This is an optimization exercise on Yosys and OpenROAD, whose aim is small area, a short achievable clock period and few clock cycles per item, not a production implementation. For this run, only the layout was checked, not whether the RTL still works. Power is estimated from default activity; no workload was simulated.

### flow/run.sh
#!/bin/bash
# synth_recipe.tcl (not shown) runs the flow's synth.tcl, then flattens the netlist and writes it again
# the make line also repeats each setting of config.mk as NAME=value (left out here)
make -C /OpenROAD-flow-scripts/flow DESIGN_CONFIG=/design/flow/config.mk WORK_HOME=/design/flow/orfs CLKGATE_MAP_FILE= SYNTH_SCRIPT=/design/flow/synth_recipe.tcl finish
### flow/constraint.sdc
create_clock -name core_clock -period 9.0 [get_ports {clk}]
set_input_delay 1.8000 -clock core_clock [delete_from_list [all_inputs] [get_ports {clk}]]
set_output_delay 1.8000 -clock core_clock [all_outputs]
set_load 0.01 [all_outputs]
### flow/design.v
module g2c1_pie_tx (
    input  wire         clk,
    input  wire         rst,           
    input  wire         start,
    output wire         ready,
    input  wire [2:0]   msg_type,      
    input  wire [127:0] fields,        
    input  wire [31:0]  tari,          
    input  wire [31:0]  blf,           
    input  wire         trunc,
    output wire         pulse_valid,
    input  wire         pulse_ready,
    output wire [31:0]  pulse_dur,     
    output wire         pulse_last,
    output reg          done,
    output reg  [2:0]   err,
    output wire [2:0]   tx_type,
    output wire [5:0]   tx_len,
    output wire [31:0]  tx_bits,       
    output wire [5:0]   pulse_cnt
);
    localparam [2:0] E_NONE = 3'd0, E_OVERFLOW = 3'd1, E_NOTFOUND = 3'd2, E_PARAM = 3'd4;
    localparam [2:0] T_QUERY = 3'd0, T_QADJ = 3'd1, T_QREP = 3'd2, T_ACK = 3'd3, T_NAK = 3'd4;
    wire [15:0] f0 = fields[15:0];
    wire [15:0] f1 = fields[31:16];
    wire [15:0] f2 = fields[47:32];
    wire [15:0] f3 = fields[63:48];
    wire [15:0] f4 = fields[79:64];
    wire [15:0] f5 = fields[95:80];
    wire [15:0] f6 = fields[111:96];
    wire f0_lt2  = (f0[15:1] == 15'd0);
    wire f0_lt4  = (f0[15:2] == 14'd0);
    wire f1_hi0  = (f1[15:4] == 12'd0);
    wire f1_m    = f1_hi0 && (f1[3:0] == 4'd1 || f1[3:0] == 4'd2 || f1[3:0] == 4'd4 || f1[3:0] == 4'd8);
    wire f1_lt3  = f1_hi0 && (f1[3:2] == 2'd0) && (f1[1:0] != 2'd3);
    wire f2_lt2  = (f2[15:1] == 15'd0);
    wire f3_lt4  = (f3[15:2] == 14'd0);
    wire f4_lt4  = (f4[15:2] == 14'd0);
    wire f5_lt2  = (f5[15:1] == 15'd0);
    wire f6_lt16 = (f6[15:4] == 12'd0);
    wire [1:0] m_pat    = {f1[3] | f1[2], f1[3] | f1[1]};
    wire [2:0] updn_pat = {f1[0], f1[0] | f1[1], f1[1]};
    wire [16:0] q_data = {4'b1000, f0[0], m_pat, f2[0], f3[1:0], f4[1:0], f5[0], f6[3:0]};
    reg  [4:0]  q_crc;
    integer k;
    always @(*) begin
        q_crc = 5'b01001;
        for (k = 16; k >= 0; k = k - 1)
            q_crc = {q_crc[3:0], 1'b0} ^ ((q_crc[4] ^ q_data[k]) ? 5'b01001 : 5'b00000);
    end
    reg [2:0]  a_err;
    reg [21:0] a_bits;    
    always @(*) begin
        a_err  = E_NONE;
        a_bits = 22'd0;
        case (msg_type)
            T_QUERY: begin
                a_bits = {q_data, q_crc};
                if (!f0_lt2 || !f1_m || !f2_lt2 || !f3_lt4)
                    a_err = E_NOTFOUND;
                else if (!f4_lt4)
                    a_err = E_OVERFLOW;
                else if (!f5_lt2)
                    a_err = E_NOTFOUND;
                else if (!f6_lt16)
                    a_err = E_OVERFLOW;
            end
            T_QADJ: begin
                a_bits = {4'b1001, f0[1:0], updn_pat, 13'd0};
                if (!f0_lt4)
                    a_err = E_OVERFLOW;
                else if (!f1_lt3)
                    a_err = E_NOTFOUND;
            end
            T_QREP: begin
                a_bits = {2'b00, f0[1:0], 18'd0};
                if (!f0_lt4)
                    a_err = E_OVERFLOW;
            end
            T_ACK:   a_bits = {2'b01, f0, 4'd0};
            T_NAK:   a_bits = {8'b11000000, 14'd0};
            default: a_err = E_NOTFOUND;
        endcase
    end
    wire tari_bad = (tari < 32'd409600) || (tari > 32'd1638400);
    wire is_q     = (msg_type == T_QUERY);
    wire dr_in    = f0[0];
    wire blf_bad  = (blf[31:20] != 12'd0) || (dr_in ? (blf[19:0] < 20'd22) : (blf[19:0] < 20'd9));
    wire blf_fast = dr_in ? (blf[19:0] <= 20'd111847) : (blf[19:0] <= 20'd41942);
    reg        act;          
    reg        chk;          
    reg        pv;           
    reg        pl;           
    reg [31:0] pd;           
    reg [5:0]  cn;           
    reg [2:0]  r_type;
    reg [21:0] r_bits;
    reg        r_trunc;
    reg [20:0] r_t;          
    reg        r_dr;
    reg        ph;           
    reg [19:0] d_den;        
    reg [19:0] d_rem;
    reg [32:0] d_q;          
    assign ready       = ~act;
    assign pulse_valid = pv;
    assign pulse_dur   = pd;
    assign pulse_last  = pl;
    wire ok = (err == E_NONE);
    assign tx_type = r_type;
    assign tx_bits = ok ? {r_bits, 10'd0} : 32'd0;
    reg [5:0] len_t, pcnt_t;
    always @(*) begin
        case (r_type)
            T_QUERY: begin len_t = 6'd22; pcnt_t = 6'd51; end
            T_QADJ:  begin len_t = 6'd9;  pcnt_t = 6'd23; end
            T_QREP:  begin len_t = 6'd4;  pcnt_t = 6'd13; end
            T_ACK:   begin len_t = 6'd18; pcnt_t = 6'd41; end
            default: begin len_t = 6'd8;  pcnt_t = 6'd21; end
        endcase
    end
    assign tx_len    = ok ? len_t : 6'd0;
    assign pulse_cnt = ok ? pcnt_t : 6'd0;
    wire r_q = (r_type == T_QUERY);
    wire        d_done  = d_q[32];
    wire [20:0] d_trial = {d_rem, r_dr & ph};
    wire [21:0] d_diff  = {1'b0, d_trial} - {2'b00, d_den};
    wire        d_ge    = ~d_diff[21];
    wire [19:0] pw    = r_t[20:1];
    wire        c_rt  = (cn == 6'd3);
    wire        c_tr  = (cn == 6'd5) | chk;
    wire [4:0]  bidx  = cn[5:1] - 5'd3;
    wire        c_h1  = cn[0] & (cn >= 6'd7) & r_bits[5'd21 - bidx];
    wire [31:0] ax    = c_tr ? d_q[31:0] : c_rt ? {11'd0, r_t, 1'b0} : c_h1 ? {11'd0, r_t} : 32'd0;
    wire [31:0] ay    = c_tr ? ~{12'd0, pw} : {12'd0, pw};
    wire        acin  = c_tr ? ~chk : (c_rt & r_t[0]);
    wire [32:0] asum  = {1'b0, ax} + {1'b0, ay} + {32'd0, acin};
    wire [31:0] nval  = {asum[31:16], asum[15:0] & {16{~r_trunc}}};
    reg [5:0] last_idx;
    always @(*) begin
        case (r_type)
            T_QUERY: last_idx = 6'd50;
            T_QADJ:  last_idx = 6'd24;
            T_QREP:  last_idx = 6'd14;
            T_ACK:   last_idx = 6'd42;
            default: last_idx = 6'd22;
        endcase
    end
    wire accept = start & ~act;
    wire xfer   = pv & pulse_ready;
    wire need   = act & ~chk & (~pv | (xfer & ~pl));
    wire can    = (cn != 6'd5) | d_done;
    wire [5:0] cn_inc = (cn == 6'd4 && !r_q) ? 6'd7 : cn + 6'd1;
    wire [2:0] acc_err = (a_err != E_NONE) ? a_err :
                         tari_bad ? E_PARAM :
                         (is_q && blf_bad) ? E_PARAM : E_NONE;
    always @(posedge clk) begin
        d_rem <= d_ge ? d_diff[19:0] : d_trial[19:0];
        ph    <= ~ph;
        if (!d_done)
            d_q <= {d_q[31:0], d_ge};
        if (rst) begin
            act  <= 1'b0;
            chk  <= 1'b0;
            pv   <= 1'b0;
            done <= 1'b0;
        end else begin
            done <= 1'b0;
            if (accept) begin
                r_type  <= (acc_err != E_NONE) ? 3'd0 : msg_type;
                r_bits  <= a_bits;
                r_trunc <= trunc;
                r_t     <= tari[20:0];
                r_dr    <= dr_in;
                d_den   <= blf[19:0];
                d_rem   <= dr_in ? 20'd21 : 20'd8;
                ph      <= 1'b0;
                d_q     <= is_q ? 33'd1 : {1'b1, 32'd0};
                err     <= acc_err;
                cn      <= 6'd1;
                pd      <= {12'd0, 5'b11001 & {4'b1111, ~trunc}, 15'd0};
                pl      <= 1'b0;
                if (acc_err != E_NONE) begin
                    done <= 1'b1;
                end else if (is_q && !blf_fast) begin
                    act <= 1'b1;
                    chk <= 1'b1;
                end else begin
                    act <= 1'b1;
                    pv  <= 1'b1;
                end
            end else if (chk) begin
                if (d_done) begin
                    chk <= 1'b0;
                    if (!asum[32]) begin
                        err  <= E_PARAM;
                        act  <= 1'b0;
                        done <= 1'b1;
                    end else begin
                        pv <= 1'b1;
                    end
                end
            end else if (act) begin
                if (xfer && pl) begin
                    pv   <= 1'b0;
                    act  <= 1'b0;
                    done <= 1'b1;
                end else if (need) begin
                    if (can) begin
                        pd <= nval;
                        pv <= 1'b1;
                        pl <= (cn == last_idx);
                        cn <= cn_inc;
                    end else begin
                        pv <= 1'b0;
                    end
                end
            end
        end
    end
endmodule
### flow/config.mk
export PLATFORM = sky130hd
export DESIGN_NAME = g2c1_pie_tx
export DESIGN_NICKNAME = g2c1_pie_tx
export VERILOG_FILES = /design/flow/design.v
export SDC_FILE = /design/flow/constraint.sdc
export NUM_CORES = 4
export LEC_CHECK = 0
export CAP_MARGIN = 20
export CORE_MARGIN = 2
export CORE_UTILIZATION = 40
export PLACE_DENSITY = 0.6
export SLEW_MARGIN = 20
==> flow_summary_export.csv <==
group,metric,value,unit
outcome,status,"timing/DRC/antenna clean",
global_route,antenna_found_initial,0,
setup_path,cp_top_family,"compound AO/OA/AOI/OAI gates",
clocking,cts_tree,"built",
sta,fmax,165,MHz
clocking,cts-resized-gates,0,
final_layout,regArea,4470,sq um
drt,num_vias,9314,
global_route,grt_pass1_vias,9114,
synthesis,ys_seq_elements,168,
clocking,cts_inserted_buffers,17,
clocking,cts.sinks,168,
drt,drcViolationCount,0,
power,total_power,0.00261,W
global_route,grt_pass1_wl,47.8,mm
place,portBuffers,258,
floorplan,core,26100,sq um
clocking,htree_levels,4,
power,p_leak,5.55,nW
sta,relSlewSlack,26.6,%
final_layout,layout_common_cells,"clkdlybuf4s50_1 (258), nor2_1 (165), edfxtp_1 (110)",
setup_path,worst_path_max_delay_cell,"edfxtp_1",
floorplan,start_util,40.9,%
global_route,grtUsageMet3,3.57,%
setup_path,path_cells,"inv_2, ha_1, inv_1, o41ai_1, a32oi_1, a211oi_2, buf_4, and3_1, a21oi_1, fa_1, fa_1, nor2b_1, o31a_1, o2111ai_1, or3_4, a31oi_4, nand2_1, or4_1, nand3_1",
clocking,cts_setup_buffers,0,
place,place.gp.congestion,0.828,
final_layout,fin_nets,1618,
synthesis,synthArstFlopShare,0,%
clocking,cts.clk_slew.worst_paths,0.07,ns
sta,fin_crit_sh,67.3,%
final_layout,final_common_cell,"clkdlybuf4s50_1",
drt,drt-total-wl,30.3,mm
final_layout,multi_input_area,5830,sq um
sta,fin_tns_setup,0,ns
synthesis,ys_warn_count,1,
clocking,cts_root_buffer,"clkbuf_16",
synthesis,ys_types,77,
drt,antenna_left,0,
drt,viasPerCell,5.42,
final_layout,drive_gt1_share,5.06,%
setup_path,crit_type,"register to register",
sta,setup_viol,0,
floorplan,die-area,28000,sq um
sta,tightest_slew,1.10,ns
synthesis,synthFlopType,"edfxtp_1",
place,postPlaceCellArea,13500,sq um
floorplan,ios,286,
drt,wl_per_cell,17.6,um
sta,finalMaxSlewViolations,0,
power,clockPowerShare,29.4,%
synthesis,synth_area,10700,sq um
setup_path,start_kind,"register",
global_route,grt_use_met2,39.4,%
sta,layout_min_cycle_time,6.06,ns
floorplan,die-width,167,um
drt,drt_iter0_markers,567,
setup_path,worst-path-buf-inv,3,
setup_path,required,9.30,ns
sta,finalHoldViolCount,0,
setup_path,cpMostUsedCell,"fa_1",
setup_path,cpPeakStageDelay,0.77,ns
setup_path,cp.arrival,6.36,ns
power,switchingPower,0.000857,W
synthesis,ys_seq_area_share,41.8,%
power,ir_drop,0.135,mV
synthesis,avgSynthCellArea,9.39,sq um
drt,first_pass_iters,19,
synthesis,synth_cells,1137,
worst_hold_path,hold_class,"register to register",
power,p_sw_share,32.9,%
setup_path,critPathCaptureType,"register",
global_route,grt_busiest_layer,"met2",
sta,clock_skew,0.00980,ns
clocking,cts_max_path_buffers,2,
global_route,track_usage,21.5,%
final_layout,stdcell_area,14100,sq um
sta,rsz0062_at_grt,"no",
floorplan,row_count,59,
synthesis,synth_edf_count,110,
power,power_density,185,nW/um^2
power,p_seq_share,36.8,%
final_layout,n_antenna_cell,0,
global_route,grt_max_degree,65,
final_layout,areaGrowthSynthToFinish,32.3,%
setup_path,critical_path_peak_fanout,21,
clocking,clock_latency,0.44,ns
power,power.share.combinational,33.8,%
place,hpwl,23.5,mm
floorplan,die_h,167,um
sta,whs,0.417,ns
clocking,cts_hold_buf,0,
global_route,grt_util_met1,26.2,%
global_route,grt_overflow_total,0,
power,p_int,0.00175,W
final_layout,n_fill_cell,2434,
flow_run,cap_viol_max_count,0,
[state kept, by name (all words and copies together), names as in the netlist]
| name | count |
|---|---|
| ph | 1 |
| d_rem | 20 |
| err | 3 |
| r_trunc | 1 |
| r_dr | 1 |
| r_bits | 22 |
| d_q | 33 |
| d_den | 20 |
| act | 1 |
| cn | 6 |
| r_type | 3 |
| pl | 1 |
| r_t | 21 |
| chk | 1 |
| pv | 1 |
| pd | 32 |
| done | 1 |
[cell type report]
class | count | area share, %
multi-input cells | 874 | 41.3
flip-flops and latches | 168 | 31.6
repair buffers | 266 | 18.7
clock buffers | 17 | 3.01
well taps | 335 | 2.97
clock inverters | 15 | 1.28
inverters | 43 | 1.16
[path summary, 6_finish.rpt]
kind,slack [ns],depth (start not counted),startpoint,end
min reg2reg,0.42,1,ph$_DFF_P_,ph$_DFF_P_
max,2.94,19,cn[1]$_SDFFCE_PP0P_,pd[22]$_SDFFCE_PP0P_
min,0.42,1,ph$_DFF_P_,ph$_DFF_P_
max reg2reg,2.94,19,cn[1]$_SDFFCE_PP0P_,pd[22]$_SDFFCE_PP0P_
[power by group through the flow]
stage                     clock network (W)  registers (W)  logic (W)
final                              0.000767       0.000959   0.000881
after global routing               0.000808       0.000970   0.000989
after CTS                          0.000776       0.000960   0.000882
after detailed placement                  0       0.000976   0.000876
after global placement                    0       0.000977   0.000861
after floorplan                           0       0.000960   0.000623
[Yosys cell counts, types with 40 or more instances]
cell type,number,area share (%)
a21oi_1,61,2.9
clkbuf_1,41,1.4
dfxtp_1,58,11
edfxtp_1,110,31
ha_1,45,5.3
inv_1,41,1.4
mux2i_1,42,3.9
nand2_1,66,2.3
nor2_1,166,5.8
nor4_1,40,2.3
o21ai_0,47,2.2
xnor2_1,59,4.8
[worst register-to-register path, delay by kind of cell (launching register included)]
family	cells	cell delay (ns)
AND/OR/NAND/NOR	6	1.59
AO/OA/AOI/OAI	7	1.59
buffers and inverters	3	0.57
flip-flops	1	0.77
adder cells (fa/ha/maj)	3	1.40
[metrics by stage]
step           worst slack, ns  instances  util (%)
2_1_floorplan             3.68       1147         -
3_3_place_gp              3.04       1686      51.7
3_5_place_dp              3.00       1686      51.7
4_1_cts                   2.97       1718      54.1
5_1_grt                   2.39       1718      54.1
6_report                  2.94       1718      54.1
[layer usage]
layer	wire, um	up-vias
met4	457	0
met3	1360	28
met2	15700	263
li1	-	4613
met5	0	-
met1	12800	4410
[cell families (layout without fill, tap and decap cells)]
group	count (synthesis)	in the layout	synth area share, %
compound gates	254	254	16.2
other cells	1	11	0.0351
buf+inv	105	341	4.28
xor+xnor	81	81	6.64
flops	168	168	41.8
fa+ha+maj	48	48	5.83
mux	52	52	5.59
simple gates	428	428	19.6

[port drivers added, routing unchanged]
No port has a modelled driver above. Below, the same layout with a new extraction and two added sets of constraints.
Step 1, drivers: a clkbuf_16 drives clk and a buf_2 each remaining input, both assumed.
Step 2 times the ports against the registers' clock, not the clock port: input delays grow and output delays shrink by t, the midpoint of the rising clock arrivals with the driver on.
Slacks: ideal / step 1 / step 2; pairs: ideal / step 1.
t (ns): 0.484
setup slack, ns: 2.939 / 2.939 / 2.939
worst slew at a driven data input, ns: 0.08
After both steps this run still meets setup and hold. The setup slack of this run moves by 0.000 ns with the drivers and by 0.000 ns with both steps.
